What follows belongs to an exercise in optimizing a design on an open flow for small area and few clock cycles; a production flow would make more cautious choices.
In this exercise RTL edits were held to simulation tests only and were not proved equivalent to the original.
Power figures rest on the tool's default switching activity, not on a simulated workload.

==> flow/config.mk <==
export PLATFORM = sky130hd
export DESIGN_NAME = bq24195_csr_engine
export DESIGN_NICKNAME = bq24195_csr_engine
export VERILOG_FILES = /design/flow/design.v
export SDC_FILE = /design/flow/constraint.sdc
export NUM_CORES = 4
export LEC_CHECK = 0
export CAP_MARGIN = 20
export CORE_MARGIN = 2
export CORE_UTILIZATION = 40
export CTS_BUF_LIST = sky130_fd_sc_hd__clkbuf_4
export PLACE_DENSITY = 0.6
export SLEW_MARGIN = 20
==> flow/constraint.sdc <==
create_clock -name core_clock -period 5.0 [get_ports {clk}]
set_input_delay 1.0000 -clock core_clock [delete_from_list [all_inputs] [get_ports {clk}]]
set_output_delay 1.0000 -clock core_clock [all_outputs]
set_load 0.01 [all_outputs]
==> flow/design.v <==
module bq_cmd_decode (
    input  wire [15:0] cmd,
    output wire        legal,
    output wire [4:0]  rsel,      
    output wire [7:0]  opsel      
);
    wire [3:0] op     = cmd[15:12];
    wire [3:0] regsel = cmd[11:8];
    wire [3:0] fld    = cmd[7:4];
    wire [3:0] rsv    = cmd[3:0];
    wire r0 = (regsel == 4'h0);
    wire r1 = (regsel == 4'h1);
    wire r7 = (regsel == 4'h7);
    wire r8 = (regsel == 4'h8);
    wire r9 = (regsel == 4'h9);
    assign rsel = {r9, r8, r7, r1, r0};
    genvar k;
    generate
        for (k = 1; k < 8; k = k + 1) begin : g_op
            assign opsel[k] = (op == k);
        end
    endgenerate
    assign opsel[0] = (op == 4'h8);
    wire is_writable = r0 | r1 | r7;
    wire is_readonly = r8 | r9;
    wire is_modelled = is_writable | is_readonly;
    wire f0          = (fld == 4'h0);
    wire set_fld     = (r0 & (fld < 4'd3)) | ((r1 | r7) & (fld < 4'd2));
    wire get_fld     = set_fld | (r8 & (fld < 4'd6)) | (r9 & (fld < 4'd4));
    assign legal = (rsv == 4'h0) &
                   (((opsel[1] | opsel[3]) & is_modelled & f0) |
                    ((opsel[2] | opsel[6]) & is_writable & f0) |
                    (opsel[4] & get_fld) |
                    (opsel[5] & set_fld) |
                    (opsel[7] & is_readonly & f0) |
                    (opsel[0] & r0 & f0));
endmodule
module bq_field_codec (
    input  wire [15:0] cmd,
    input  wire [7:0]  h_isc,
    input  wire [7:0]  h_poc,
    input  wire [7:0]  h_moc,
    input  wire [7:0]  h_ss,
    input  wire [7:0]  h_flt,
    input  wire [7:0]  din,
    output wire [7:0]  rd_val,
    output wire        set_ok,
    output wire [7:0]  wr_byte,
    output wire [6:0]  set_grp
);
    wire [3:0] regsel = cmd[11:8];
    wire [2:0] f      = cmd[6:4];
    wire s_isc = ~regsel[3] & ~regsel[1] & ~regsel[0];
    wire s_poc = ~regsel[3] & ~regsel[1] &  regsel[0];
    wire s_moc = ~regsel[3] &  regsel[1];
    wire s_ss  =  regsel[3] & ~regsel[0];
    wire s_flt =  regsel[3] &  regsel[0];
    wire f0 = (f == 3'd0);
    wire f1 = (f == 3'd1);
    wire f2 = (f == 3'd2);
    wire f3 = (f == 3'd3);
    wire f4 = (f == 3'd4);
    wire f5 = (f == 3'd5);
    wire raw = ~cmd[14];
    wire g   =  cmd[14];
    wire [7:0] h = ({8{s_isc}} & h_isc) | ({8{s_poc}} & h_poc) |
                   ({8{s_moc}} & h_moc) | ({8{s_ss}}  & h_ss)  |
                   ({8{s_flt}} & h_flt);
    wire lo7 = g & f0 & (s_isc | s_flt);
    wire lo6 = g & f0 & s_ss;
    wire lo4 = g & ((f0 & s_poc & ~h[5]) | (f1 & (s_ss | s_flt)));   
    wire lo3 = g & ((f1 & s_isc) | (f2 & (s_ss | s_flt)));
    wire lo2 = g & f3 & s_ss;
    wire lo1 = g & ((f1 & s_poc) | (f0 & s_moc) | (f4 & s_ss));
    wire lo0 = raw | (g & ((f2 & s_isc) | (f1 & s_moc) | (f5 & s_ss)));
    wire th  = g & f3 & s_flt;                  
    wire w3  = raw | (g & f2 & s_isc);          
    assign rd_val[0] = (lo7 & h[7]) | (lo6 & h[6]) | (lo4 & h[4]) | (lo3 & h[3]) |
                       (lo2 & h[2]) | (lo1 & h[1]) | (lo0 & h[0]) |
                       (th & (h[0] | (h[1] ^ h[2])));
    assign rd_val[1] = (w3 & h[1]) | (g & f1 & s_isc & h[4]) |
                       (g & ((f0 & s_poc) | (f1 & (s_ss | s_flt))) & h[5]) |
                       (g & f1 & s_poc & h[2]) | (g & f0 & s_ss & h[7]) |
                       (th & (h[1] | (h[0] ^ h[2])));
    assign rd_val[2] = (w3 & h[2]) | (g & f1 & s_isc & h[5]) |
                       (g & f1 & s_poc & h[3]) | (th & (h[0] | h[1] | h[2]));
    assign rd_val[3] = (raw & h[3]) | (g & f1 & s_isc & h[6]);
    assign rd_val[7:4] = {4{raw}} & h[7:4];
    wire isc_ivl = s_isc & f1;
    wire w_3bit  = (s_isc & f2) | (s_poc & f1);
    wire poc_cc  = s_poc & f0;
    assign set_ok = (din[7:4] == 4'h0) &
                    (isc_ivl | ~din[3]) &
                    (isc_ivl | w_3bit | ~din[2]) &
                    (isc_ivl | w_3bit | (poc_cc & ~(din[1] & din[0])) | ~din[1]);
    assign set_grp = {s_moc & f1, s_moc & f0, s_poc & f1, s_poc & f0,
                      s_isc & f2, s_isc & f1, s_isc & f0};
    wire ld  = (cmd[13:12] == 2'b01) & ~cmd[14];
    wire df  = cmd[13:12] == 2'b10;
    wire st  = cmd[14];
    wire c8  = regsel[0];
    wire c9  = regsel[1];
    wire isc = ~c8;
    assign wr_byte[7] = (ld & din[7]) | (st & din[0]);
    assign wr_byte[6] = (ld & din[6]) | (st & din[3]);
    assign wr_byte[5] = (ld & din[5]) | (st & (isc ? din[2] : din[1])) | (df & ~c8);
    assign wr_byte[4] = (ld & din[4]) | (st & (isc ? din[1] : din[0])) | (df & ~c9);
    assign wr_byte[3] = (ld & din[3]) | (st & (isc ? din[0] : din[2])) | (df & c8);
    assign wr_byte[2] = (ld & din[2]) | (st & (isc ? din[2] : din[1]));
    assign wr_byte[1] = (ld & din[1]) | (st & (isc ? din[1] : din[0])) | (df & c8);
    assign wr_byte[0] = ((ld | st) & din[0]) | (df & c8);
endmodule
module bq_addr_info (
    input  wire [7:0] addr,
    output wire [7:0] info
);
    wire valid    = (addr <= 8'h0A);
    wire writable = (addr <= 8'h07);
    wire modelled = (addr == 8'h00) || (addr == 8'h01) || (addr == 8'h07) ||
                    (addr == 8'h08) || (addr == 8'h09);
    assign info = valid ? {1'b1, writable, modelled, 1'b0, addr[3:0]} : 8'h00;
endmodule
module bq24195_csr_engine (
    input  wire        clk,
    input  wire        rst,
    input  wire        cmd_valid,
    output wire        cmd_ready,
    input  wire [15:0] cmd,
    input  wire [7:0]  din,
    output reg         rsp_valid,
    output reg  [7:0]  dout,
    output reg  [2:0]  status,
    output wire        buserr_valid,
    output reg  [7:0]  buserr,
    output reg         bus_req,
    output wire        bus_rd,
    output wire [7:0]  bus_addr,
    output wire [7:0]  bus_wdata,
    input  wire        bus_ack,
    input  wire        bus_err,
    input  wire [7:0]  bus_rdata,
    input  wire [7:0]  bus_err_code
);
    reg [7:0] h_isc, h_poc, h_moc, h_ss, h_flt;
    reg [4:0] v;             
    reg       ba3, ba2, ba0;
    assign cmd_ready    = ~bus_req;
    assign buserr_valid = status[2];      
    assign bus_rd       = ba3;
    assign bus_addr     = {4'h0, ba3, ba2, ba2, ba0};
    wire   w_moc = ba2;
    wire   w_poc = ~ba2 & ba0;
    wire   w_isc = ~ba2 & ~ba0;
    assign bus_wdata    = ({8{w_isc}} & h_isc) | ({8{w_poc}} & h_poc) |
                          ({8{w_moc}} & h_moc);
    wire       legal;
    wire [4:0] rsel;
    wire [7:0] opsel;
    bq_cmd_decode u_dec (
        .cmd   (cmd),
        .legal (legal),
        .rsel  (rsel),
        .opsel (opsel)
    );
    wire op_load = opsel[1];
    wire op_def  = opsel[2];
    wire op_raw  = opsel[3];
    wire op_get  = opsel[4];
    wire op_set  = opsel[5];
    wire op_wr   = opsel[6];
    wire op_rd   = opsel[7];
    wire op_ai   = opsel[0];
    wire v_sel = |(rsel & v);
    wire [7:0] rd_val;
    wire       set_ok;
    wire [7:0] wr_byte;
    wire [6:0] set_grp;
    bq_field_codec u_codec (
        .cmd     (cmd),
        .h_isc   (h_isc),
        .h_poc   (h_poc),
        .h_moc   (h_moc),
        .h_ss    (h_ss),
        .h_flt   (h_flt),
        .din     (din),
        .rd_val  (rd_val),
        .set_ok  (set_ok),
        .wr_byte (wr_byte),
        .set_grp (set_grp)
    );
    wire [7:0] addr_info;
    bq_addr_info u_ai (
        .addr (din),
        .info (addr_info)
    );
    wire acc    = cmd_valid & ~bus_req;
    wire ack    = bus_req & bus_ack;
    wire rd_ok  = ack & ~bus_err & ba3;
    wire bus_go = legal & ((op_wr & v_sel) | op_rd);
    wire fin    = acc & ~bus_go;
    wire e_val  = op_set & ~set_ok;
    wire e_nov  = (op_raw | op_get | op_set | op_wr) & ~v_sel;
    wire [2:0] ex_status = {1'b0, legal & (e_val | e_nov), ~legal | (~e_val & e_nov)};
    wire dout_we = (fin & legal & ~e_nov & (op_raw | op_get | op_ai)) | rd_ok;
    wire [7:0] dout_d = bus_req ? bus_rdata : (op_ai ? addr_info : rd_val);
    always @(posedge clk) begin
        if (rst) begin
            rsp_valid <= 1'b0;
            bus_req   <= 1'b0;
            dout      <= 8'h00;
            status    <= 3'd0;
            buserr    <= 8'h00;
            v         <= 5'b00000;
        end else begin
            rsp_valid <= fin | ack;
            bus_req   <= (acc & bus_go) | (bus_req & ~bus_ack);
            if (dout_we)
                dout <= dout_d;
            if (fin | ack) begin
                status <= bus_req ? {bus_err, 2'b00} : ex_status;
                buserr <= {8{bus_req & bus_err}} & bus_err_code;
            end
            if (acc & legal & (op_load | op_def))
                v <= v | rsel;
            else if (rd_ok)
                v <= v | {ba0, ~ba0, 3'b000};
        end
    end
    always @(posedge clk) begin
        if (~bus_req) begin
            ba3 <= cmd[11];
            ba2 <= cmd[10];
            ba0 <= cmd[8];
        end
    end
    wire h_all = acc & legal & (op_load | op_def);
    wire h_set = acc & legal & op_set & set_ok & v_sel;
    wire [6:0] g = {7{h_set}} & set_grp;
    wire [7:0] we_isc = {8{h_all & rsel[0]}} | {g[0], {4{g[1]}}, {3{g[2]}}};
    wire [7:0] we_poc = {8{h_all & rsel[1]}} | {2'b00, {2{g[3]}}, {3{g[4]}}, 1'b0};
    wire [7:0] we_moc = {8{h_all & rsel[2]}} | {6'b000000, g[5], g[6]};
    wire [7:0] ro_d = bus_req ? bus_rdata : din;
    wire       we_ss  = (h_all & rsel[3]) | (rd_ok & ~ba0);
    wire       we_flt = (h_all & rsel[4]) | (rd_ok &  ba0);
    integer i;
    always @(posedge clk) begin
        for (i = 0; i < 8; i = i + 1) begin
            if (we_isc[i]) h_isc[i] <= wr_byte[i];
            if (we_poc[i]) h_poc[i] <= wr_byte[i];
            if (we_moc[i]) h_moc[i] <= wr_byte[i];
        end
        if (we_ss)  h_ss  <= ro_d;
        if (we_flt) h_flt <= ro_d;
    end
endmodule
==> flow/flow/run.sh <==
#!/bin/bash
# The standard layout, with each port buffered by the smallest buffer
# instead of the delay buffer buffer_ports picks by default.
set -euo pipefail
bash standard.sh BUFFER_PORTS_ARGS="-buffer_cell sky130_fd_sc_hd__buf_1" finish > flow_make.log 2>&1
==> flow/standard.sh <==
#!/bin/bash
# synth_recipe.tcl (not shown) runs the flow's synth.tcl, then flattens the netlist and writes it again
# the make line also repeats each setting of config.mk as NAME=value (left out here)
make -C /OpenROAD-flow-scripts/flow DESIGN_CONFIG=/design/flow/config.mk WORK_HOME=/design/flow/orfs CLKGATE_MAP_FILE= SYNTH_SCRIPT=/design/flow/synth_recipe.tcl "${@:-finish}"
==> reports/metrics.cfg, run 1 <==
[sta]
fin_tns_setup_ns=0
slew_viol_final=0
skew_ns=0.01727
slew_headroom_pct=29.77
worst_pin_slew_ns=1.053
fmax_ghz=0.2639
grt_setup_unrepaired=false
hold_viol_final=0
period_share_pct=75.79
period_minus_slack_ns=3.789
setup_violations=0

[worst_setup_path]
cp-startpoint=cmd[14]
cp_max_fo=25
reg2reg_depth=6
rrSetupSlack_ns=2.06
crit_end=h_poc[0]
crit_path_start_kind=input pin
timing.critical_path.to_type=register
r2r-start=bus_req
critPathKind=in2reg
worstPathArrival_ns=3.83
crit_required_ns=5.04
r2r_end=dout[0]

[floorplanning]
die_area_um2=11580
die_w_um=107.6
pin_count=85
initial_core_util_pct=41.42
core_um2=10370
core.rowCount=37
die_y_um=107.6

[layout]
finish.utilization_pct=46.02
syn2layout_area_growth_pct=11.10
fillers=1025
mostFrequentLayoutCell=buf_1
antennaDiodeCount=0
mostFrequentLayoutCells=buf_1, edfxtp_1, nand2_1
stdcell_area_um2=4772
drive_gt1_share_pct=10.51
fin_nets=554
fin_cells=650

[cts]
clk_latency_ns=0.43
clock-root-buffer=clkbuf_4
htreeDepth=3
numCtsBuffers=9
cts_tree=built
clock_path_buffers=2
cts_hold_buf=0
numClockSinks=69
cts_resized=0
clk_pin_slew_worst_paths_ns=0.11
cts_setup_buffers=0

[routing]
drt_iter0_markers=292
dr.pass1.iters=5
post-route-drc-count=0
antenna_left=0
avgViaCountPerCell=6.066
num_vias=3943
wire_per_inst_um=20.55
totalWireLength_um=13360

[power_and_ir_drop]
ir_worst_vdd_mv=0.1473
cellPowerDensity_nw_per_um2=257.8
total_power_uw=1230
p_leak_uw=0.001624

[yosys]
synth.largest_area_cell=edfxtp_1
async_flop_share_pct=0
synth-main-ff-cell=edfxtp_1
synth_seq_cells=69
syn_avg_cell_area_um2=9.545
yosys.area.top_type_share_pct=30.06
yosysWarnings=1
synthCells=450
ys_types=76
synth.area.top_cells=edfxtp_1, dfxtp_1, mux2i_1
synth-edff-count=43
synth_area_um2=4295
yosysSeqAreaShare_pct=42.18

[place]
numPortBuffers=80
place.detailed.hpwl_um=10000
placed_area_um2=4593
gp_congestion=0.9582
dp_cells=634

[global_routing]
grt_pass1_wl_um=20600
grt_max_degree=32
grt_usage_pct=23.41
grt_pass1_vias=3723
gr-total-overflow=0
antenna_found_initial=0

[job]
cap_violations=0

[min_path]
min-delay-path-class=reg2reg
hold-path-cell-count=2
hold_start=status[0]

[status]
outcome=timing/DRC/antenna clean

==> synthesized netlist by cell type (all sizes together) (3+ instances only) <==
cell type,n
mux2,14
dfxtp,26
a21oi,25
or3b,3
nand2b,8
mux2i,17
nand3,11
a21boi,4
o211ai,4
nand3b,3
inv,10
o22ai,5
a22oi,4
nor2b,6
buf,28
clkbuf,13
nand2,41
nor3,17
nor4b,3
and2,5
nor3b,8
a211o,3
a31o,4
or4,4
and3,3
a31oi,3
nor4,7
a21o,3
a211oi,9
o21ai,33
a221o,6
edfxtp,43
nor2,23
o21a,5
a32o,10
==> routing by layer <==
metal,part of all wire [%],vias to the layer above,routed length [um],GRT usage [%]
met5,0,-,0,0
met4,2.4,0,321,7.875
met3,7.7,22,1027,3.814
met2,47,209,6224,37.20
met1,43,1869,5785,32.39
li1,-,1843,-,-
==> how the worst min path moves through the flow <==
stage	to	slack (ns)
2_1_floorplan	v[1]	0.44
3_3_place_gp	status[0]	0.44
3_5_place_dp	status[0]	0.45
4_1_cts	status[0]	0.47
5_1_grt	status[0]	0.48
6_report	status[0]	0.46
==> worst max-delay path, cell delays in order <==
cell and delay [ns]:
buf_1 0.75, nor2b_1 0.34, nor3b_1 0.34, o211a_1 0.27, o31ai_1 0.11, buf_4 0.22, nor4_1 0.80
==> cell families (layout without fill, tap and decap cells) <==
family	count (synthesis)	in the layout	share of synthesized area, %
muxes	31	31	7.632
and+or+nand+nor	154	154	19.84
other	1	4	0.08730
AOI/OAI and AO/OA	141	141	23.65
DFF	69	69	42.18
xor gates and xnor gates	1	1	0.2039
buffers and inverters	53	114	6.409
==> final cells by class <==
cell class | instances | area (um^2) | share of cell area [%]
clock buffer | 9 | 67.56 | 1.416
clock inverter | 7 | 111.4 | 2.334
inverter | 12 | 45.04 | 0.9439
multi-input combinational | 331 | 2220 | 46.51
sequential | 69 | 1812 | 37.97
tap | 136 | 170.2 | 3.566
timing repair buffer | 86 | 346.6 | 7.263
==> stage by stage <==
step	setup slack, ns	hold WS, ns
after floorplan	1.649	0.4352
after global placement	1.069	0.4425
after detailed placement	0.8912	0.4482
after CTS	1.335	0.4656
after global routing	0.9606	0.4798
final	1.211	0.4628
==> report_power, final <==
| group | internal [uW] | switching (uW) |
|---|---|---|
| sequential | 608 | 5.05 |
| clock | 252 | 208 |
| combinational | 52.6 | 106 |
| total | 912 | 319 |
==> state kept, by name (all words and copies together), names as in the netlist <==
| register | flops |
|---|---|
| bus_req | 1 |
| ba3 | 1 |
| ba2 | 1 |
| h_ss | 8 |
| dout | 8 |
| h_poc | 8 |
| v | 5 |
| h_moc | 8 |
| h_isc | 8 |
| h_flt | 8 |
| status | 3 |
| ba0 | 1 |
| buserr | 8 |
| rsp_valid | 1 |
Testbench counts, summed over its fixed seeds: cycles 8,716.
==> run 2, diff against run 1 <==
==> flow/flow/run.sh (replaced) <==
#!/bin/bash
# The standard layout, with two changes:
#  - the standard synthesis script, but with ABC mapping the combinational
#    logic for area (flow/abc_area.script) instead of ORFS's script; the
#    registers are mapped before ABC runs and are left as they are;
#  - each port buffered by the smallest buffer instead of the delay
#    buffer that buffer_ports picks by default.
set -euo pipefail
W=$PWD
SS=$(grep -o "SYNTH_SCRIPT=[^ ]*" standard.sh | head -1 | cut -d= -f2 | tr -d "'")
cat > "$W/flow_synth.tcl" <<EOF
proc abc {args} {
  set i [lsearch -exact \$args -script]
  if {\$i >= 0} { lset args [expr {\$i + 1}] $W/flow/abc_area.script }
  yosys abc {*}\$args
}
source $SS
EOF
bash standard.sh SYNTH_SCRIPT="$W/flow_synth.tcl" \
    BUFFER_PORTS_ARGS="-buffer_cell sky130_fd_sc_hd__buf_1" finish > flow_make.log 2>&1
==> flow/flow/abc_area.script (new file) <==
strash
dc2
dch -f
amap
--- a/flow/config.mk
+++ b/flow/config.mk
@@ -8,6 +8,6 @@
 export CAP_MARGIN = 20
 export CORE_MARGIN = 2
 export CORE_UTILIZATION = 40
-export CTS_BUF_LIST = sky130_fd_sc_hd__clkbuf_4
+export CTS_BUF_LIST = sky130_fd_sc_hd__clkbuf_8
 export PLACE_DENSITY = 0.6
 export SLEW_MARGIN = 20
==> run 2 against run 1 <==
Compared with the run above: cell area is 9.8% lower; non-clock buffer count grew 8; clock-buffer cell count is the same; combinational power shrank 13%; sequential share of layout area rose by 4.1 points; total power grew 4.8%; register-to-register slack got worse by 0.52 ns; first-iteration DRC count increased by 9.9%; critical path depth increased by 6; clock skew is 0.011 ns lower.
==> reports/metrics.cfg, run 2 <==
[yosys]
synth_top_family_by_area=compound AO/OA/AOI/OAI gates
synth_compound_area_share_pct=24.04  ; +0.39 points
synth.largest_area_cell=edfxtp_1
syn_avg_cell_area_um2=9.158  ; -4.1%
synth-xor-area-share_pct=0  ; -0.20 points
synth_area_um2=3581  ; -17%
synth.area.top_cells=edfxtp_1, dfxtp_1, nor2_1
synth_common_cells=nor2_1, clkinv_1, edfxtp_1, dfxtp_1, nand2_1
yosys.cell_count.top_type=nor2_1
ys_types=37  ; -51%
synth-edff-count=43  ; unchanged
synth-main-ff-cell=edfxtp_1
yosysSeqAreaShare_pct=50.59  ; +8.4 points
synthAdderAreaFrac_pct=0  ; unchanged
synth_seq_cells=69  ; unchanged
synthMuxAreaShare_pct=0  ; -7.6 points
yosys.area_share.simple_pct=17.71  ; -2.1 points
async_flop_share_pct=0  ; unchanged
yosys.area.top_type_share_pct=36.06  ; +6.0 points
synthCells=391  ; -13%
yosysWarnings=1  ; unchanged

[layout]
mostFrequentLayoutCells=buf_1, nor2_1, clkinv_1
drive_gt1_share_pct=5.859  ; -4.6 points
stdcell_area_um2=4304  ; -9.8%
antennaDiodeCount=0  ; unchanged
fin_nets=535  ; -3.4%
syn2layout_area_growth_pct=20.20
mostFrequentLayoutCell=buf_1
finish.utilization_pct=49.35  ; +3.3 points

[worst_setup_path]
cp_max_fo=8  ; -68%
timing.critical_path.to_type=register
critPathKind=in2reg
crit_path_start_kind=input pin
reg2reg_depth=8  ; +2
crit_required_ns=5.00  ; -0.04 ns
worstPathArrival_ns=4.33  ; +0.50 ns

[routing]
avgViaCountPerCell=5.950  ; -1.9%
num_vias=3588  ; -9.0%
antenna_left=0  ; unchanged
wire_per_inst_um=19.50  ; -5.1%
post-route-drc-count=0  ; unchanged
dr.pass1.iters=5  ; unchanged
totalWireLength_um=11760  ; -12%
drt_iter0_markers=321  ; +9.9%

[global_routing]
grt_pass1_wl_um=18550  ; -9.9%
grt_max_degree=27  ; -16%
grt_usage_pct=24.65  ; +1.2 points
grt_pass1_vias=3455  ; -7.2%
antenna_found_initial=0  ; unchanged
gr-total-overflow=0  ; unchanged

[cts]
clock_path_buffers=2  ; unchanged
cts_tree=built
numCtsBuffers=9  ; unchanged
numClockSinks=69  ; unchanged
cts_resized=0  ; unchanged
cts_setup_buffers=0  ; unchanged
clk_latency_ns=0.35  ; -0.08 ns
clock-root-buffer=clkbuf_8
clk_pin_slew_worst_paths_ns=0.08  ; -0.03 ns
cts_hold_buf=0  ; unchanged
htreeDepth=3  ; unchanged

[floorplanning]
initial_core_util_pct=41.06  ; -0.36 points
die_area_um2=9725  ; -16%
pin_count=85  ; unchanged
core.rowCount=34  ; -8.1%
die_w_um=98.62  ; -8.4%
die_y_um=98.62  ; -8.4%
core_um2=8721  ; -16%

[power_and_ir_drop]
ir_worst_vdd_mv=0.1428  ; -3.1%
cellPowerDensity_nw_per_um2=299.7  ; +16%
p_leak_uw=0.001386  ; -15%
total_power_uw=1290  ; +4.8%

[sta]
fin_tns_setup_ns=0  ; unchanged
slew_headroom_pct=39.56  ; +9.8 points
skew_ns=0.006619  ; -0.01065 ns
setup_violations=0  ; unchanged
grt_setup_unrepaired=false
hold_viol_final=0  ; unchanged
worst_pin_slew_ns=0.9066  ; -0.1469 ns
slew_viol_final=0  ; unchanged
period_minus_slack_ns=4.336  ; +0.5465 ns
fmax_ghz=0.2306  ; -13%
period_share_pct=86.72  ; +11 points

[job]
cap_violations=0  ; unchanged

[place]
place.detailed.hpwl_um=9137  ; -8.7%
numPortBuffers=80  ; unchanged
placed_area_um2=4065  ; -11%
gp_congestion=0.9288  ; -3.1%

[min_path]
hold-path-cell-count=2  ; unchanged
min-delay-path-class=reg2reg

[status]
outcome=timing/DRC/antenna clean

run 2: cell types whose count changed in the layout (fill, tap and decap cells not counted), moves of 10 or more:
cell,change
o21ai_0,-11
nor2_1,+42
nand2_1,-16
mux2i_1,-17
a21oi_1,-15
inv_1,-10
a22oi_1,+10
mux2_2,-14
a32o_1,-10
clkinv_1,+54
run 2: routing by layer:
metal  vias up  GRT usage, %  share of wire, %
met1      1733         32.97                43
met2       167         40.87                48
met5         -             0                 0
li1       1675             -                 -
met3        13         5.532               7.5
met4         0         6.112               1.3
run 2: critical path, cell delays in order:
cell and delay, ns:
buf_1 0.11, or2_0 0.31, nor2_1 0.29, a31oi_1 0.16, o32ai_1 0.22, o21ai_0 0.12
o221ai_1 0.09, a21oi_1 0.10, nor4_1 0.41, nand3_1 0.23, or4_1 0.56, or3_1 0.38
nand2_1 0.35
run 2: metrics by stage:
step	setup WS, ns	hold slack, ns	instances
floorplan	0.8801	0.4244	394
global placement	0.5181	0.4460	587
detailed placement	0.3478	0.4527	587
CTS	0.7318	0.4648	603
global route	0.3866	0.5111	603
finish	0.6642	0.4641	603
run 2: layout make-up:
cell class | instances | area, um^2
clock buffer | 9 | 123.9
clock inverter | 7 | 113.9
fill | 847 | 4417
inverter | 54 | 202.7
multi-input combinational | 262 | 1510
sequential | 69 | 1812
tap | 108 | 135.1
timing repair buffer | 94 | 406.6
run 2: report_power, final:
| part | switching [uW] | internal (uW) | total, uW |
|---|---|---|---|
| clock | 214 | 329 | 542 |
| combinational | 96.5 | 40.7 | 137 |
| sequential | 2.99 | 608 | 611 |
run 2: kinds of logic (layout without fill, tap and decap cells):
logic type	count (synthesis)	in the layout
and+or+nand+nor	141	141
other	1	4
AOI/OAI and AO/OA	117	117
DFF	69	69
buffers and inverters	63	164
run 2: worst paths after layout:
| check | start | endpoint | slack [ns] |
|---|---|---|---|
| max | cmd[9] | h_ss[3] | 0.66 |
| min | status[1] | status[1] | 0.46 |
| max reg2reg | bus_req | dout[4] | 1.54 |
| min reg2reg | status[1] | status[1] | 0.46 |
==> run 3, diff against run 2 <==
--- a/flow/config.mk
+++ b/flow/config.mk
@@ -8,6 +8,6 @@
 export CAP_MARGIN = 20
 export CORE_MARGIN = 2
 export CORE_UTILIZATION = 40
-export CTS_BUF_LIST = sky130_fd_sc_hd__clkbuf_8
+export CTS_BUF_LIST = sky130_fd_sc_hd__clkbuf_4
 export PLACE_DENSITY = 0.6
 export SLEW_MARGIN = 20
==> run 3 against run 2 <==
Compared with the run above: sequential cell count did not move; via count grew 0.78%; utilization is 0.65 points lower; critical path depth increased by 2; synthesized area did not move; total power fell by 6.9%; highest routed layer unchanged.
==> reports/metrics.cfg, run 3 <==
[global_routing]
grt_util_met3_pct=5.887  ; +0.35 points
met1_usage_pct=32.41  ; -0.56 points
grt_pass1_vias=3450  ; -0.14%
met2_usage_pct=40.97  ; +0.10 points
grt_pass1_wl_um=18510  ; -0.26%
grt_max_degree=27  ; unchanged
grt_usage_pct=24.69  ; +0.041 points
top_usage_layer=met2
antenna_found_initial=0  ; unchanged
gr-total-overflow=0  ; unchanged

[place]
gp_congestion=0.9288  ; unchanged
numPortBuffers=80  ; unchanged
place.detailed.hpwl_um=9137  ; unchanged

[status]
outcome=timing/DRC/antenna clean

[power_and_ir_drop]
power.switching_uw=302.8  ; -3.3%
power_frac_clock_pct=37.8  ; -4.2 points
intPower_uw=898.8  ; -8.0%
p_leak_uw=0.001363  ; -1.7%
cellPowerDensity_nw_per_um2=282.9  ; -5.6%
p_sw_share_pct=25.20  ; +0.93 points
total_power_uw=1202  ; -6.9%
combPwrFrac_pct=11.4  ; +0.8 points
ir_worst_vdd_mv=0.1351  ; -5.4%
seq_power_share_pct=50.8  ; +3.5 points

[routing]
dr.pass1.iters=5  ; unchanged
post-route-drc-count=0  ; unchanged
drt_iter0_markers=292  ; -9.0%
wire_per_inst_um=19.55  ; +0.26%
num_vias=3616  ; +0.78%
avgViaCountPerCell=5.997  ; +0.78%
antenna_left=0  ; unchanged
totalWireLength_um=11790  ; +0.26%

[worst_setup_path]
worstPathArrival_ns=4.39  ; +0.06 ns
cp-startpoint=cmd[9]
r2r_end=dout[5]
cp_max_fo=6  ; -2
timing.critical_path.to_type=register
crit_path_start_kind=input pin
reg2reg_depth=8  ; unchanged
crit_required_ns=5.13  ; +0.13 ns
critical_path.top_delay_family=simple AND/OR/NAND/NOR gates
crit_end=h_isc[6]
cp_num_buf_inv=3  ; +2
path_cells=buf_1 -> or2_0 -> nor2_1 -> a31oi_1 -> o32ai_1 -> o21ai_0 -> o221ai_1 -> a21oi_1 -> nor4_1 -> nand3_1 -> or4_1 -> nor3_1 -> clkinv_1 -> o31ai_1 -> buf_4
critPathSlowestCell=or4_1
r2r-start=bus_req
slowest_delay_ns=0.56  ; about the same
critPathKind=in2reg
cp.depth=15  ; +2
rrSetupSlack_ns=1.52  ; -0.02 ns

[yosys]
synth-edff-count=43  ; unchanged
synth.area.top_cells=edfxtp_1, dfxtp_1, nor2_1
synth_common_cells=nor2_1, clkinv_1, edfxtp_1, dfxtp_1, nand2_1
synth-xor-area-share_pct=0  ; unchanged
yosysSeqAreaShare_pct=50.59  ; unchanged
synthAdderAreaFrac_pct=0  ; unchanged
async_flop_share_pct=0  ; unchanged
syn_avg_cell_area_um2=9.158  ; unchanged
yosys.area.top_type_share_pct=36.06  ; unchanged
synth-main-ff-cell=edfxtp_1
synth_compound_area_share_pct=24.04  ; unchanged
synth_top_family_by_area=compound AO/OA/AOI/OAI gates
ys_types=37  ; unchanged
synth_area_um2=3581  ; unchanged
synth.largest_area_cell=edfxtp_1
yosysWarnings=1  ; unchanged
yosys.area_share.simple_pct=17.71  ; unchanged
synthMuxAreaShare_pct=0  ; unchanged
yosys.cell_count.top_type=nor2_1
synth_seq_cells=69  ; unchanged
synthCells=391  ; unchanged

[layout]
antennaDiodeCount=0  ; unchanged
mostFrequentLayoutCells=buf_1, nor2_1, clkinv_1
fin_nets=535  ; unchanged
mostFrequentLayoutCell=buf_1
drive_gt1_share_pct=5.859  ; unchanged
syn2layout_area_growth_pct=18.62

[sta]
grt_setup_unrepaired=false
fmax_ghz=0.2351  ; +1.9%
worst_pin_slew_ns=0.9199  ; +0.01329 ns
slew_viol_final=0  ; unchanged
period_share_pct=85.06  ; -1.7 points
period_minus_slack_ns=4.253  ; -0.08266 ns
skew_ns=0.009586  ; +0.002967 ns
fin_tns_setup_ns=0  ; unchanged
setup_violations=0  ; unchanged
hold_viol_final=0  ; unchanged
slew_headroom_pct=38.67  ; -0.89 points

[floorplanning]
die_w_um=98.62  ; unchanged
initial_core_util_pct=41.06  ; unchanged
core.rowCount=34  ; unchanged
die_y_um=98.62  ; unchanged
core_um2=8721  ; unchanged
pin_count=85  ; unchanged
die_area_um2=9725  ; unchanged

[cts]
numCtsBuffers=9  ; unchanged
clk_pin_slew_worst_paths_ns=0.12  ; +0.04 ns
cts_resized=0  ; unchanged
htreeDepth=3  ; unchanged
numClockSinks=69  ; unchanged
clock_path_buffers=2  ; unchanged
clk_latency_ns=0.41  ; +0.06 ns
cts_setup_buffers=0  ; unchanged
cts_tree=built
clock-root-buffer=clkbuf_4
cts_hold_buf=0  ; unchanged

[min_path]
hold-path-cell-count=2  ; unchanged
min-delay-path-class=reg2reg

[job]
cap_violations=0  ; unchanged

==> run 3: changes by cell type in the layout (fill, tap and decap cells not counted) <==
cell / change
clkbuf_4: +9
clkbuf_8: -9
==> run 3: worst register-to-register path: cells and delay by family (launching register included) <==
family | cells | cell delay, ns
buffers and inverters | 3 | 1.10
flip-flops | 1 | 0.67
AO/OA/AOI/OAI | 2 | 0.44
AND/OR/NAND/NOR | 3 | 1.16
==> run 3: kinds of logic (layout without fill, tap and decap cells) <==
family,Yosys count,after routing
buf+inv,63,164
flops,69,69
compound gates,117,117
simple gates,141,141
other cells,1,4
==> run 3: layout make-up <==
type	count	area [um^2]
Fill cell	853	4473
Sequential cell	69	1812
Multi-Input combinational cell	262	1510
Tap cell	108	135.1
Clock buffer	9	67.56
Timing Repair Buffer	94	406.6
Inverter	54	202.7
Clock inverter	7	113.9
==> run 3: worst min path at each step <==
stage | startpoint | to | slack, ns
3_5_place_dp | status[1] | status[1] | 0.45
4_1_cts | status[1] | status[1] | 0.47
6_report | status[1] | status[1] | 0.47
3_3_place_gp | status[1] | status[1] | 0.45
5_1_grt | status[1] | status[1] | 0.52
2_1_floorplan | v[3] | v[3] | 0.42
==> run 3: per-stage QoR <==
step	util (%)	hold WS, ns	setup slack, ns	area, um^2	std cells
after floorplan	-	0.4244	0.8801	3592	394
after global placement	46.61	0.4460	0.5181	4065	587
after detailed placement	46.61	0.4527	0.3478	4065	587
after CTS	48.69	0.4711	0.8220	4247	603
after global routing	48.71	0.5167	0.4934	4248	603
final	48.71	0.4701	0.7469	4248	603
==> run 3: routing by layer <==
layer  part of all wire, %  wire, um  vias to the layer above
li1                      -         -                     1680
met5                     0         0                        -
met1                    43      5061                     1740
met2                    48      5698                      179
met4                   1.5       172                        0
met3                   7.3       857                       17
==> run 3: power by group through the flow <==
stage / sequential, uW / combinational, uW / clock, uW
3_5_place_dp: 624 / 134 / 0
6_report: 611 / 137 / 454
2_1_floorplan: 623 / 72.4 / 0
5_1_grt: 611 / 149 / 491
4_1_cts: 611 / 134 / 463
3_3_place_gp: 623 / 134 / 0
==> run 4, diff against run 3 <==
--- a/flow/design.v
+++ b/flow/design.v
@@ -2,7 +2,13 @@
     input  wire [15:0] cmd,
     output wire        legal,
     output wire [4:0]  rsel,      
-    output wire [7:0]  opsel      
+    output wire        op_wrh,    
+    output wire        op_whole,  
+    output wire        op_set,
+    output wire        op_needv,  
+    output wire        op_out,    
+    output wire        op_bus,    
+    output wire        op_rd      
 );
     wire [3:0] op     = cmd[15:12];
     wire [3:0] regsel = cmd[11:8];
@@ -13,27 +19,37 @@
     wire r7 = (regsel == 4'h7);
     wire r8 = (regsel == 4'h8);
     wire r9 = (regsel == 4'h9);
-    assign rsel = {r9, r8, r7, r1, r0};
-    genvar k;
-    generate
-        for (k = 1; k < 8; k = k + 1) begin : g_op
-            assign opsel[k] = (op == k);
-        end
-    endgenerate
-    assign opsel[0] = (op == 4'h8);
     wire is_writable = r0 | r1 | r7;
     wire is_readonly = r8 | r9;
     wire is_modelled = is_writable | is_readonly;
     wire f0          = (fld == 4'h0);
     wire set_fld     = (r0 & (fld < 4'd3)) | ((r1 | r7) & (fld < 4'd2));
     wire get_fld     = set_fld | (r8 & (fld < 4'd6)) | (r9 & (fld < 4'd4));
-    assign legal = (rsv == 4'h0) &
-                   (((opsel[1] | opsel[3]) & is_modelled & f0) |
-                    ((opsel[2] | opsel[6]) & is_writable & f0) |
-                    (opsel[4] & get_fld) |
-                    (opsel[5] & set_fld) |
-                    (opsel[7] & is_readonly & f0) |
-                    (opsel[0] & r0 & f0));
+    reg ok;
+    always @(*) begin
+        case (op)
+            4'h1:    ok = is_modelled & f0;
+            4'h2:    ok = is_writable & f0;
+            4'h3:    ok = is_modelled & f0;
+            4'h4:    ok = get_fld;
+            4'h5:    ok = set_fld;
+            4'h6:    ok = is_writable & f0;
+            4'h7:    ok = is_readonly & f0;
+            4'h8:    ok = r0 & f0;
+            default: ok = 1'b0;
+        endcase
+    end
+    assign legal = (rsv == 4'h0) & ok;
+    assign rsel = {regsel[3] & regsel[0], regsel[3] & ~regsel[0], regsel[1],
+                   ~regsel[3] & ~regsel[1] & regsel[0],
+                   ~regsel[3] & ~regsel[1] & ~regsel[0]};
+    assign op_wrh   = (~op[2] & (op[1] ^ op[0])) | (op[2] & ~op[1] & op[0]);
+    assign op_whole = ~op[2] & (op[1] ^ op[0]);
+    assign op_set   = op[2] & ~op[1] & op[0];
+    assign op_needv = (op[2] & ~(op[1] & op[0])) | (~op[2] & op[1] & op[0]);
+    assign op_out   = op[3] | (op[2] & ~op[1] & ~op[0]) | (~op[2] & op[1] & op[0]);
+    assign op_bus   = op[2] & op[1];
+    assign op_rd    = op[0];
 endmodule
 module bq_field_codec (
     input  wire [15:0] cmd,
@@ -95,9 +111,9 @@
                     (isc_ivl | w_3bit | (poc_cc & ~(din[1] & din[0])) | ~din[1]);
     assign set_grp = {s_moc & f1, s_moc & f0, s_poc & f1, s_poc & f0,
                       s_isc & f2, s_isc & f1, s_isc & f0};
-    wire ld  = (cmd[13:12] == 2'b01) & ~cmd[14];
-    wire df  = cmd[13:12] == 2'b10;
     wire st  = cmd[14];
+    wire df  = cmd[13];
+    wire ld  = ~cmd[14] & ~cmd[13];
     wire c8  = regsel[0];
     wire c9  = regsel[1];
     wire isc = ~c8;
@@ -155,21 +171,19 @@
                           ({8{w_moc}} & h_moc);
     wire       legal;
     wire [4:0] rsel;
-    wire [7:0] opsel;
+    wire       op_wrh, op_whole, op_set, op_needv, op_out, op_bus, op_rd;
     bq_cmd_decode u_dec (
-        .cmd   (cmd),
-        .legal (legal),
-        .rsel  (rsel),
-        .opsel (opsel)
+        .cmd      (cmd),
+        .legal    (legal),
+        .rsel     (rsel),
+        .op_wrh   (op_wrh),
+        .op_whole (op_whole),
+        .op_set   (op_set),
+        .op_needv (op_needv),
+        .op_out   (op_out),
+        .op_bus   (op_bus),
+        .op_rd    (op_rd)
     );
-    wire op_load = opsel[1];
-    wire op_def  = opsel[2];
-    wire op_raw  = opsel[3];
-    wire op_get  = opsel[4];
-    wire op_set  = opsel[5];
-    wire op_wr   = opsel[6];
-    wire op_rd   = opsel[7];
-    wire op_ai   = opsel[0];
     wire v_sel = |(rsel & v);
     wire [7:0] rd_val;
     wire       set_ok;
@@ -196,13 +210,14 @@
     wire acc    = cmd_valid & ~bus_req;
     wire ack    = bus_req & bus_ack;
     wire rd_ok  = ack & ~bus_err & ba3;
-    wire bus_go = legal & ((op_wr & v_sel) | op_rd);
+    wire e_val  = op_set & ~set_ok;
+    wire e_nov  = op_needv & ~v_sel;
+    wire pass   = legal & ~e_val & ~e_nov;
+    wire bus_go = pass & op_bus;
     wire fin    = acc & ~bus_go;
-    wire e_val  = op_set & ~set_ok;
-    wire e_nov  = (op_raw | op_get | op_set | op_wr) & ~v_sel;
     wire [2:0] ex_status = {1'b0, legal & (e_val | e_nov), ~legal | (~e_val & e_nov)};
-    wire dout_we = (fin & legal & ~e_nov & (op_raw | op_get | op_ai)) | rd_ok;
-    wire [7:0] dout_d = bus_req ? bus_rdata : (op_ai ? addr_info : rd_val);
+    wire dout_we = (fin & pass & op_out) | rd_ok;
+    wire [7:0] dout_d = bus_req ? bus_rdata : (cmd[15] ? addr_info : rd_val);
     always @(posedge clk) begin
         if (rst) begin
             rsp_valid <= 1'b0;
@@ -220,7 +235,7 @@
                 status <= bus_req ? {bus_err, 2'b00} : ex_status;
                 buserr <= {8{bus_req & bus_err}} & bus_err_code;
             end
-            if (acc & legal & (op_load | op_def))
+            if (acc & legal & op_whole)
                 v <= v | rsel;
             else if (rd_ok)
                 v <= v | {ba0, ~ba0, 3'b000};
@@ -233,9 +248,9 @@
             ba0 <= cmd[8];
         end
     end
-    wire h_all = acc & legal & (op_load | op_def);
-    wire h_set = acc & legal & op_set & set_ok & v_sel;
-    wire [6:0] g = {7{h_set}} & set_grp;
+    wire h_wr  = acc & pass & op_wrh;
+    wire h_all = h_wr & ~op_set;
+    wire [6:0] g = {7{h_wr & op_set}} & set_grp;
     wire [7:0] we_isc = {8{h_all & rsel[0]}} | {g[0], {4{g[1]}}, {3{g[2]}}};
     wire [7:0] we_poc = {8{h_all & rsel[1]}} | {2'b00, {2{g[3]}}, {3{g[4]}}, 1'b0};
     wire [7:0] we_moc = {8{h_all & rsel[2]}} | {6'b000000, g[5], g[6]};
--- a/flow/flow/run.sh
+++ b/flow/flow/run.sh
@@ -1,7 +1,8 @@
 #!/bin/bash
 # The standard layout, with two changes:
 #  - the standard synthesis script, but with ABC mapping the combinational
-#    logic for area (flow/abc_area.script) instead of ORFS's script; the
+#    logic for area (flow/abc_area.script: a minute of deep AIG
+#    synthesis, then area mapping) instead of ORFS's script; the
 #    registers are mapped before ABC runs and are left as they are;
 #  - each port buffered by the smallest buffer instead of the delay
 #    buffer that buffer_ports picks by default.
==> flow/flow/abc_area.script (replaced) <==
strash
&get -n
&deepsyn -T 60
&put
dch -f
amap
==> run 4 against run 3 <==
Compared with the run above: wire length is 0.36% higher; via count is 3.6% lower; sequential cell count stayed put; sequential power is 2% higher; global-route usage is 0.37 points higher; critical path type unchanged; critical endpoint unchanged.
==> reports/metrics.cfg, run 4 <==
[global_routing]
grt_pass1_vias=3193  ; -7.4%
grt_pass1_wl_um=18260  ; -1.3%
gr-total-overflow=0  ; unchanged
antenna_found_initial=0  ; unchanged
grt_max_degree=20  ; -26%
grt_usage_pct=25.06  ; +0.37 points

[cts]
cts_hold_buf=0  ; unchanged
cts_resized=0  ; unchanged
numCtsBuffers=9  ; unchanged
numClockSinks=69  ; unchanged
clock_path_buffers=2  ; unchanged
clk_latency_ns=0.44  ; +0.03 ns
clock-root-buffer=clkbuf_4
htreeDepth=3  ; unchanged
cts_setup_buffers=0  ; unchanged
cts_tree=built
clk_pin_slew_worst_paths_ns=0.12  ; about the same

[layout]
syn2layout_area_growth_pct=17.76
drive_gt1_share_pct=5.544  ; -0.31 points
seqCellArea_um2=1812  ; unchanged
finish.utilization_pct=48.13  ; -0.58 points
mostFrequentLayoutCells=buf_1, clkinv_1, nor2_1
antennaDiodeCount=0  ; unchanged
fin_nets=531  ; -0.75%
fillers=898  ; +5.3%
mostFrequentLayoutCell=buf_1
multi_input_area_um2=1440  ; -4.6%

[sta]
period_share_pct=78.42  ; -6.6 points
worst_pin_slew_ns=1.065  ; +0.1451 ns
hold_viol_final=0  ; unchanged
grt_setup_unrepaired=false
setup_ws_ns=1.079  ; +0.3320 ns
slew_headroom_pct=27.17  ; -12 points
skew_ns=0.01700  ; +0.007411 ns
period_minus_slack_ns=3.921  ; -0.3320 ns
fin_tns_setup_ns=0  ; unchanged
setup_violations=0  ; unchanged
slew_viol_final=0  ; unchanged
fmax_ghz=0.2550  ; +8.5%

[worst_setup_path]
slowest_delay_ns=0.47  ; -0.09 ns
cp-startpoint=cmd[14]
critPathSlowestCell=clkinv_1
crit_path_start_kind=input pin
r2r-start=bus_req
crit_required_ns=5.11  ; -0.02 ns
critical_path.top_delay_family=simple AND/OR/NAND/NOR gates
path_cells=buf_1 -> clkinv_1 -> a21oi_1 -> a21oi_1 -> nor4_1 -> a31oi_1 -> nor4_1 -> nand2_1 -> nor2_1 -> o21ai_0 -> or2_0 -> nor2_1
rrSetupSlack_ns=2.34  ; +0.82 ns
timing.critical_path.to_type=register
critPathKind=in2reg
worstPathArrival_ns=4.03  ; -0.36 ns
cp_num_buf_inv=2  ; -1
cp_max_fo=14  ; +8

[power_and_ir_drop]
seq_power_share_pct=51.3  ; +0.5 points
ir_worst_vdd_mv=0.1347  ; -0.28%
p_leak_uw=0.001363  ; about the same
power_frac_clock_pct=34.7  ; -3.1 points
cellPowerDensity_nw_per_um2=291.9  ; +3.2%
power.switching_uw=343.0  ; +13%
p_sw_share_pct=28.27  ; +3.1 points
intPower_uw=870.3  ; -3.2%
combPwrFrac_pct=14.1  ; +2.7 points

[yosys]
synth.largest_area_cell=edfxtp_1
synth_common_cells=clkinv_1, nor2_1, edfxtp_1, o21ai_0, nand2_1
yosysWarnings=2  ; +1
async_flop_share_pct=0  ; unchanged
syn_avg_cell_area_um2=9.144  ; -0.16%
yosysSeqAreaShare_pct=51.33  ; +0.74 points
yosys.area.top_type_share_pct=36.58  ; +0.52 points
synthCells=386  ; -1.3%
synth-main-ff-cell=edfxtp_1
synth_area_um2=3530  ; -1.4%
ys_types=41  ; +11%
synth_seq_cells=69  ; unchanged
synth-edff-count=43  ; unchanged
synth.area.top_cells=edfxtp_1, dfxtp_1, clkinv_1
yosys.cell_count.top_type=clkinv_1

[floorplanning]
pin_count=85  ; unchanged
die_w_um=97.94  ; -0.69%
core.rowCount=34  ; unchanged
die_y_um=97.94  ; -0.69%
core_um2=8636  ; -0.98%
initial_core_util_pct=40.87  ; -0.19 points
die_area_um2=9591  ; -1.4%

[routing]
drt_iter0_markers=365  ; +25%
totalWireLength_um=11830  ; +0.36%
post-route-drc-count=0  ; unchanged
avgViaCountPerCell=5.859  ; -2.3%
num_vias=3486  ; -3.6%
antenna_left=0  ; unchanged
dr.pass1.iters=6  ; +1
wire_per_inst_um=19.88  ; +1.7%

[place]
dp_worst_setup_slack_ns=0.7245  ; +0.3767 ns
place.detailed.hpwl_um=9166  ; +0.32%
gp_congestion=0.9954  ; +7.2%
numPortBuffers=80  ; unchanged

[job]
cap_violations=0  ; unchanged

[status]
outcome=timing/DRC/antenna clean

[min_path]
min-delay-path-class=reg2reg
hold_start=dout[4]

-- run 4: cell count changes after synthesis, sizes merged, moves of 5 or more --
cell     delta
a2111oi     +5
a22o        +7
a22oi      -14
a32oi       -9
clkinv      +5
nand2       +8
nand3      -12
nor2       -14
o21ai      +16
-- run 4: layout make-up --
class / instances / share of cell area (%)
inverter: 59 / 5.328
clock inverter: 7 / 2.348
multi-input combinational: 252 / 34.65
timing repair buffer: 91 / 9.211
clock buffer: 9 / 1.626
sequential: 69 / 43.59
tap: 108 / 3.251
-- run 4: worst paths after layout --
check | end | cells after the start
worst max-delay path | h_isc[6] | 12
worst min-delay path | dout[4] | 2
worst max register to register | h_isc[6] | 6
worst min register to register | dout[4] | 2
-- run 4: metrics by stage --
step / area, um^2 / total power (uW) / hold WS, ns / instances
floorplan: 3541 / 727.3 / 0.4261 / 389
detailed placement: 3991 / 800.9 / 0.4455 / 579
CTS: 4156 / 1217 / 0.4709 / 595
finish: 4156 / 1213 / 0.4663 / 595
global placement: 3991 / 802.3 / 0.4323 / 579
global route: 4156 / 1265 / 0.4843 / 595
-- run 4: cell families (layout without fill, tap and decap cells) --
kind of cell	Yosys count	in the layout	share of synthesized area [%]
compound gates	116	116	22.47
buf+inv	68	166	8.188
simple gates	128	128	16.48
flops	69	69	51.33
fa+ha+maj	4	4	1.418
other cells	1	4	0.1062
-- run 4: power by group through the flow --
stage / registers (uW) / clock network [uW] / logic, uW
floorplan: 634 / 0 / 93.2
global placement: 635 / 0 / 167
detailed placement: 635 / 0 / 166
CTS: 622 / 428 / 167
global route: 623 / 456 / 186
finish: 622 / 421 / 171
-- run 4: metal layers --
metal	track usage, %	vias up	wire, um
met5	0	-	0
li1	-	1612	-
met4	8.440	0	251
met1	35.60	1668	5282
met3	4.653	22	962
met2	38.67	184	5333
-- run 4: worst register-to-register path, stage by stage (launching register included) --
cell and delay [ns]:
dfxtp_1 0.69, clkinv_1 0.71, nand2_1 0.36, nor2_1 0.11, o21ai_0 0.15, or2_0 0.25, nor2_1 0.14
Testbench counts of run 4, summed over its fixed seeds: cycles 8,716.
==> run 5, diff against run 4 <==
--- a/flow/flow/run.sh
+++ b/flow/flow/run.sh
@@ -5,7 +5,8 @@
 #    synthesis, then area mapping) instead of ORFS's script; the
 #    registers are mapped before ABC runs and are left as they are;
 #  - each port buffered by the smallest buffer instead of the delay
-#    buffer that buffer_ports picks by default.
+#    buffer that buffer_ports picks by default;
+#  - clock tree synthesis without dummy loads on the clock nets.
 set -euo pipefail
 W=$PWD
 SS=$(grep -o "SYNTH_SCRIPT=[^ ]*" standard.sh | head -1 | cut -d= -f2 | tr -d "'")
@@ -18,4 +19,6 @@
 source $SS
 EOF
 bash standard.sh SYNTH_SCRIPT="$W/flow_synth.tcl" \
-    BUFFER_PORTS_ARGS="-buffer_cell sky130_fd_sc_hd__buf_1" finish > flow_make.log 2>&1
+    BUFFER_PORTS_ARGS="-buffer_cell sky130_fd_sc_hd__buf_1" \
+    CTS_ARGS="-sink_clustering_enable -repair_clock_nets -buf_list sky130_fd_sc_hd__clkbuf_4 -dont_use_dummy_load" \
+    finish > flow_make.log 2>&1
--- a/flow/config.mk
+++ b/flow/config.mk
@@ -9,5 +9,6 @@
 export CORE_MARGIN = 2
 export CORE_UTILIZATION = 40
 export CTS_BUF_LIST = sky130_fd_sc_hd__clkbuf_4
+export GPL_TIMING_DRIVEN = 0
 export PLACE_DENSITY = 0.6
 export SLEW_MARGIN = 20
==> run 5 against run 4 <==
Compared with the run above: highest routed layer unchanged; still clean on timing, DRC and antenna; clock power is 38% lower; clock skew is 0.0077 ns higher; first-iteration DRC count grew 1.9%; largest power group unchanged; maximum frequency fell by 13%; global-route usage decreased by 1.0 points.
==> reports/metrics.cfg, run 5 <==
[global_routing]
grt_usage_pct=24.01  ; -1.0 points
gr-total-overflow=0  ; unchanged
grt_pass1_wl_um=17570  ; -3.8%
grt_max_degree=19  ; -5.0%
antenna_found_initial=0  ; unchanged
grt_pass1_vias=3184  ; -0.28%

[place]
place.detailed.hpwl_um=8470  ; -7.6%
dp_cells=558  ; -3.6%
numPortBuffers=80  ; unchanged
gp_congestion=0.9668  ; -2.9%
placed_area_um2=3959  ; -0.82%

[yosys]
synth-edff-count=43  ; unchanged
ys_types=38  ; -7.3%
synth-main-ff-cell=edfxtp_1
syn_avg_cell_area_um2=9.563  ; +4.6%
synth.area.top_cells=edfxtp_1, dfxtp_1, clkinv_1
yosys.cell_count.top_type=clkinv_1
synth_common_cells=clkinv_1, nor2_1, edfxtp_1, o21ai_0, dfxtp_1
synth_area_um2=3510  ; -0.57%
yosys.area.top_type_share_pct=36.79  ; +0.21 points
yosysSeqAreaShare_pct=51.62  ; +0.29 points
synthCells=367  ; -4.9%
async_flop_share_pct=0  ; unchanged
yosysWarnings=2  ; unchanged
synth_seq_cells=69  ; unchanged
synth.largest_area_cell=edfxtp_1

[power_and_ir_drop]
cellPowerDensity_nw_per_um2=260.3  ; -11%
p_leak_uw=0.001343  ; -1.5%
ir_worst_vdd_mv=0.1347  ; about the same

[layout]
syn2layout_area_growth_pct=15.26
stdcell_area_um2=4045  ; -2.7%
mostFrequentLayoutCell=buf_1
antennaDiodeCount=0  ; unchanged
mostFrequentLayoutCells=buf_1, clkinv_1, nor2_1, edfxtp_1, o21ai_0
fin_nets=510  ; -4.0%
finish.utilization_pct=47.07  ; -1.1 points
drive_gt1_share_pct=5.229  ; -0.32 points
fin_cells=567  ; -4.7%

[cts]
numClockSinks=69  ; unchanged
htreeDepth=3  ; unchanged
cts_tree=built
clk_latency_ns=0.42  ; -0.02 ns
clock-root-buffer=clkbuf_4
numCtsBuffers=9  ; unchanged
clk_pin_slew_worst_paths_ns=0.11  ; about the same
cts_hold_buf=0  ; unchanged
clock_path_buffers=2  ; unchanged

[worst_setup_path]
r2r_end=dout[1]
critPathKind=in2reg
cp_num_buf_inv=4  ; +2
cp-startpoint=cmd[8]
critical_path.top_delay_family=simple AND/OR/NAND/NOR gates
reg2reg_depth=5  ; -1
path_common_cell=nor2_1
crit_required_ns=5.09  ; -0.02 ns
slowest_delay_ns=0.36  ; -0.11 ns
timing.critical_path.to_type=register
critPathSlowestCell=nor2_2
crit_end=h_isc[5]
path_cells=clkbuf_2 -> clkinv_2 -> nor2_1 -> clkinv_1 -> nor2_2 -> clkinv_2 -> o221ai_1 -> a21oi_1 -> o21ai_0 -> nor2b_1 -> nand2b_1 -> nor2_1 -> o21ai_0 -> or2_0 -> nor2_1
cp.depth=15  ; +3
cp_max_fo=15  ; +1
rrSetupSlack_ns=2.11  ; -0.23 ns
worstPathArrival_ns=4.60  ; +0.57 ns
crit_path_start_kind=input pin
r2r-start=bus_req

[min_path]
min-delay-path-class=reg2reg

[routing]
totalWireLength_um=11220  ; -5.1%
num_vias=3364  ; -3.5%
wire_per_inst_um=19.79  ; -0.46%
drt_iter0_markers=372  ; +1.9%
post-route-drc-count=0  ; unchanged
avgViaCountPerCell=5.933  ; +1.3%
dr.pass1.iters=7  ; +1
antenna_left=0  ; unchanged

[sta]
slew_viol_final=0  ; unchanged
period_minus_slack_ns=4.511  ; +0.5902 ns
setup_violations=0  ; unchanged
skew_ns=0.02468  ; +0.007685 ns
worst_pin_slew_ns=1.045  ; -0.02030 ns
slew_headroom_pct=28.56  ; +1.4 points
grt_setup_unrepaired=false
fin_tns_setup_ns=0  ; unchanged
period_share_pct=90.23  ; +12 points
fmax_ghz=0.2217  ; -13%
hold_viol_final=0  ; unchanged

[job]
cap_violations=0  ; unchanged

[floorplanning]
die_y_um=97.67  ; -0.27%
core_um2=8593  ; -0.49%
pin_count=85  ; unchanged
initial_core_util_pct=40.84  ; about the same
die_area_um2=9539  ; -0.54%
die_w_um=97.67  ; -0.27%
core.rowCount=34  ; unchanged

[status]
outcome=timing/DRC/antenna clean

[run 5: changes by cell type after synthesis, moves of 4 or more]
cell      before  now
a221oi_1       5    1
a22o_1         7   20
and3_1         7   11
clkinv_1      59   49
nand2_1       33   22
nor2_1        51   44
o21ai_0       37   28
or3_1          4    8
[run 5: worst min-delay path by stage]
stage	startpoint	end	slack, ns	cells past startpoint
6_report	v[1]	v[1]	0.46	2
5_1_grt	v[1]	v[1]	0.49	2
4_1_cts	v[1]	v[1]	0.46	2
3_5_place_dp	v[1]	v[1]	0.45	2
3_3_place_gp	v[2]	v[2]	0.44	2
2_1_floorplan	v[2]	v[2]	0.43	2
[run 5: what timing repair did]
action / CTS / global route
resized for setup: 5 / 1
gates cloned: 0 / 0
setup buffers: 0 / 0
setup endpoints to repair: 60 / 25
hold endpoints to repair: 0 / 0
[run 5: area by class of cell]
| type | count | area, um^2 |
|---|---|---|
| Fill cell | 870 | 4548 |
| Sequential cell | 69 | 1812 |
| Multi-Input combinational cell | 243 | 1475 |
| Timing Repair Buffer | 80 | 301.5 |
| Inverter | 49 | 186.4 |
| Tap cell | 108 | 135.1 |
| Clock buffer | 9 | 67.56 |
| Buffer | 9 | 67.56 |
[run 5: cells by family (layout without fill, tap and decap cells)]
family,count (synthesis),count (layout),share of synthesized area [%]
AO/OA/AOI/OAI,121,121,24.42
AND/OR/NAND/NOR,114,114,15.26
flip-flops,69,69,51.62
buffers and inverters,58,147,7.166
adder cells (fa/ha/maj),4,4,1.426
other,1,4,0.1068
[run 5: through the flow]
step                hold slack (ns)  setup WS (ns)  power [uW]
floorplan                    0.4261          1.208       727.4
global placement             0.4443        -0.9980       801.2
detailed placement           0.4474        -0.9960       800.5
CTS                          0.4631         0.1927        1055
global route                 0.4945         0.2012        1096
finish                       0.4613         0.4887        1053
[run 5: routing by layer]
| metal | GRT usage [%] | up-vias | wire length, um |
|---|---|---|---|
| li1 | - | 1561 | - |
| met1 | 34.52 | 1570 | 5079 |
| met2 | 36.76 | 211 | 4858 |
| met3 | 5.827 | 22 | 1091 |
| met4 | 5.662 | 0 | 193 |
| met5 | 0 | - | 0 |
[run 5: report_power, final]
group / internal, uW / total, uW / switching [uW]
registers: 614 / 622 / 8.17
logic: 54.8 / 171 / 116
clock network: 83.6 / 261 / 177
[run 5: worst reg2reg max path: cells and delay by family (launching register included)]
family,cells,cell delay [ns]
and+or+nand+nor,1,0.42
DFF,1,0.74
buffers and inverters,1,0.73
AOI/OAI and AO/OA,3,0.87
==> run 6, diff against run 5 <==
==> flow/flow/run.sh (replaced) <==
#!/bin/bash
# The standard layout, with two changes:
#  - the standard synthesis script, but with ABC mapping the combinational
#    logic for area (flow/abc_area.script: a minute of deep AIG
#    synthesis, then mapping with area recovery) instead of ORFS's script; the
#    registers are mapped before ABC runs and are left as they are;
#  - each port buffered by the smallest buffer instead of the delay
#    buffer that buffer_ports picks by default;
#  - synthesis buffers removed before global placement (flow/pre_place.tcl),
#    which is not timing driven;
#  - clock tree synthesis without dummy loads on the clock nets, and with
#    a stronger root buffer.
set -euo pipefail
W=$PWD
SS=$(grep -o "SYNTH_SCRIPT=[^ ]*" standard.sh | head -1 | cut -d= -f2 | tr -d "'")
cat > "$W/flow_synth.tcl" <<EOF
proc abc {args} {
  set i [lsearch -exact \$args -script]
  if {\$i >= 0} { lset args [expr {\$i + 1}] $W/flow/abc_area.script }
  yosys abc {*}\$args
}
source $SS
EOF
bash standard.sh SYNTH_SCRIPT="$W/flow_synth.tcl" \
    BUFFER_PORTS_ARGS="-buffer_cell sky130_fd_sc_hd__buf_1" \
    PRE_GLOBAL_PLACE_TCL="$W/flow/pre_place.tcl" \
    CTS_ARGS="-sink_clustering_enable -repair_clock_nets -buf_list sky130_fd_sc_hd__clkbuf_4 -root_buf sky130_fd_sc_hd__clkbuf_8 -dont_use_dummy_load" \
    finish > flow_make.log 2>&1
==> flow/flow/abc_area.script (replaced) <==
strash
&get -n
&deepsyn -T 60
&dch -f
&nf -R 1000
&put
==> flow/flow/pre_place.tcl (new file) <==
# Remove the buffers synthesis inserted (on constant and shared output
# nets) before the ports are buffered, as timing-driven placement does.
remove_buffers
==> run 6 against run 5 <==
Compared with the run above: still clean; cell count shrank 3.0%; sequential power barely moved; worst hold slack lost 0.024 ns; combinational power is 9.9% lower; clock power is 31% higher; global-route usage is 1.2 points lower; utilization shrank 0.57 points; clock-buffer cell count did not move; synthesized cell count shrank 2.5%; wire length down 3.6%.
==> reports/metrics.cfg, run 6 <==
[status]
outcome=timing/DRC/antenna clean

[job]
cap_violations=0  ; unchanged

[worst_setup_path]
slowest_delay_ns=0.94  ; +0.58 ns
timing.critical_path.to_type=register
cp_num_buf_inv=2  ; -2
worstPathArrival_ns=4.71  ; +0.11 ns
crit_path_start_kind=input pin
path_cells=buf_1 -> clkinv_1 -> nor2_1 -> a222oi_1 -> nand3_1 -> nor2b_1 -> and2_0 -> nand3_1 -> a21o_1 -> or2_0 -> nor3_1
critPathSlowestCell=nor2_1
cp.depth=11  ; -4
crit_required_ns=4.98  ; -0.11 ns
path_common_cell=nand3_1
critical_path.top_delay_family=simple AND/OR/NAND/NOR gates
critPathKind=in2reg
cp_max_fo=13  ; -2
reg2reg_depth=5  ; unchanged

[yosys]
yosys.cell_count.top_type=nand2_1
synth-edff-count=43  ; unchanged
ys_types=42  ; +11%
synth_compound_area_share_pct=24.00  ; -0.42 points
yosysWarnings=2  ; unchanged
synth.area.top_cells=edfxtp_1, dfxtp_1, a22o_1
synth_common_cells=nand2_1, edfxtp_1, o21ai_0, nor2_1
yosys.area_share.simple_pct=16.34  ; +1.1 points
yosys.area.top_type_share_pct=37.14  ; +0.34 points
synth-main-ff-cell=edfxtp_1
synthCells=358  ; -2.5%
yosysSeqAreaShare_pct=52.11  ; +0.48 points
synth_top_family_by_area=compound AO/OA/AOI/OAI gates
synth_seq_cells=69  ; unchanged
synthMuxAreaShare_pct=1.259  ; +1.3 points
syn_avg_cell_area_um2=9.713  ; +1.6%
synth-xor-area-share_pct=0  ; unchanged
synthAdderAreaFrac_pct=1.439  ; +0.013 points
synth.largest_area_cell=edfxtp_1
synth_area_um2=3477  ; -0.93%
async_flop_share_pct=0  ; unchanged

[layout]
antennaDiodeCount=0  ; unchanged
drive_gt1_share_pct=2.715  ; -2.5 points
mostFrequentLayoutCells=buf_1, nand2_1, edfxtp_1
fillers=868  ; -0.23%
mostFrequentLayoutCell=buf_1
fin_nets=493  ; -3.3%
syn2layout_area_growth_pct=14.93

[global_routing]
grt_util_met3_pct=4.820  ; -1.0 points
gr-total-overflow=0  ; unchanged
met1_usage_pct=31.93  ; -2.6 points
grt_pass1_wl_um=16750  ; -4.7%
grt_usage_pct=22.80  ; -1.2 points
antenna_found_initial=0  ; unchanged
met2_usage_pct=34.62  ; -2.1 points
grt_pass1_vias=3144  ; -1.3%
grt_max_degree=31  ; +12
top_usage_layer=met2

[power_and_ir_drop]
cellPowerDensity_nw_per_um2=280.4  ; +7.7%
p_leak_uw=0.001314  ; -2.2%
total_power_uw=1121  ; +6.4%
ir_worst_vdd_mv=0.1189  ; -12%

[place]
gp_congestion=0.9326  ; -3.5%
place.detailed.hpwl_um=8034  ; -5.1%
dp_worst_setup_slack_ns=-0.2082  ; +0.7878 ns
numPortBuffers=80  ; unchanged

[cts]
numClockSinks=69  ; unchanged
clk_latency_ns=0.35  ; -0.07 ns
cts_resized=0  ; -5
htreeDepth=3  ; unchanged
clock-root-buffer=clkbuf_8
clock_path_buffers=2  ; unchanged
numCtsBuffers=9  ; unchanged
cts_tree=built
cts_setup_buffers=0  ; unchanged
cts_hold_buf=0  ; unchanged
clk_pin_slew_worst_paths_ns=0.07  ; -0.04 ns

[sta]
worst_pin_slew_ns=1.117  ; +0.07282 ns
setup_violations=0  ; unchanged
slew_viol_final=0  ; unchanged
setup_ws_ns=0.2674  ; -0.2213 ns
slew_headroom_pct=25.23  ; -3.3 points
period_share_pct=94.65  ; +4.4 points
hold_viol_final=0  ; unchanged
fmax_ghz=0.2113  ; -4.7%
grt_setup_unrepaired=false
period_minus_slack_ns=4.733  ; +0.2213 ns
skew_ns=0.02105  ; -0.003635 ns

[routing]
post-route-drc-count=0  ; unchanged
drt_iter0_markers=498  ; +34%
avgViaCountPerCell=5.929  ; about the same
num_vias=3261  ; -3.1%
wire_per_inst_um=19.66  ; -0.67%
antenna_left=0  ; unchanged
dr.pass1.iters=6  ; -1
totalWireLength_um=10810  ; -3.6%

[floorplanning]
pin_count=85  ; unchanged
die_area_um2=9455  ; -0.89%
initial_core_util_pct=40.46  ; -0.38 points
die_y_um=97.24  ; -0.45%
core.rowCount=34  ; unchanged
die_w_um=97.24  ; -0.45%
core_um2=8593  ; unchanged

[min_path]
min-delay-path-class=reg2reg
hold-path-cell-count=2  ; unchanged

run 6: power breakdown:
group / internal [uW] / switching (uW) / leakage (uW) / total, uW
Clock: 160 / 182 / 0.0000647 / 342
Sequential: 614 / 10.2 / 0.000602 / 625
Combinational: 48.1 / 106 / 0.000648 / 154
run 6: layout make-up:
type | instances | area [um^2] | share of cell area, %
flip-flops and latches | 69 | 1812 | 45.34
inverters | 26 | 97.59 | 2.442
well taps | 108 | 135.1 | 3.381
repair buffers | 81 | 307.8 | 7.702
clock buffers | 9 | 123.9 | 3.100
multi-input cells | 257 | 1520 | 38.04
run 6: final timing paths:
kind / start / to / slack, ns
worst max-delay path: cmd[11] / h_isc[5] / 0.27
worst min-delay path: dout[2] / dout[2] / 0.44
worst max register to register: bus_req / buserr[4] / 2.15
worst min register to register: dout[2] / dout[2] / 0.44
run 6: metrics by stage:
step	cells	hold WS [ns]	setup TNS, ns	instance area [um^2]	utilization [%]
after floorplan	361	0.4280	0	3488	-
after global placement	540	0.4268	-6.496	3856	44.87
after detailed placement	541	0.4319	-1.657	3866	44.99
after CTS	550	0.4393	0	3990	46.43
after global routing	550	0.4702	0	3996	46.51
final	550	0.4371	0	3996	46.51
run 6: tightest hold or removal path, delay by kind of cell (launching register included):
family        cells  cell delay (ns)
flops             1             0.31
simple gates      2             0.09
run 6: cells by family after synthesis:
family / Yosys count
simple gates: 123
fa+ha+maj: 4
buf+inv: 35
other cells: 1
flops: 69
compound gates: 122
mux: 4
run 6: per-layer routing:
layer	wire, um	part of all wire, %
met2	4936	46
met5	0	0
met4	318	2.9
met3	949	8.8
met1	4609	43

-- static timing again, ports no longer ideal --
How much do the figures lean on ideal ports? The routed layouts below were timed once more, with nothing changed but the port constraints. Step 1 sets driving cells, clkbuf_16 on the clock port and buf_2 on the other inputs (assumed; they add their load-dependent delay and slew). Step 2 also shifts input and output timing later by t, the mid clock arrival at the registers, as if the neighbouring blocks saw the same clock. Three values: ideal, step 1, step 2; two values: the first two.
run	t (ns)	slack for setup (ns)	worst setup path after step 2	slew at the worst register clock pin (ns)	worst slew at a driven data input, ns
run 1	0.447	1.211 / 1.212 / 0.765	input to register	0.12 / 0.12	0.04
run 2	0.371	0.664 / 0.669 / 0.297	input to register	0.08 / 0.08	0.04
run 3	0.433	0.747 / 0.749 / 0.316	input to register	0.12 / 0.12	0.04
run 4	0.461	1.079 / 1.088 / 0.627	input to register	0.12 / 0.12	0.04
run 5	0.442	0.489 / 0.496 / 0.054	input to register	0.12 / 0.12	0.04
run 6	0.368	0.267 / 0.268 / -0.100	input to register	0.08 / 0.08	0.04
Met with ideal ports but missed after step 2: setup timing in run 6. For run 4, which loses most, drivers alone change the setup slack by +0.009 ns; drivers and shift together by -0.452 ns.
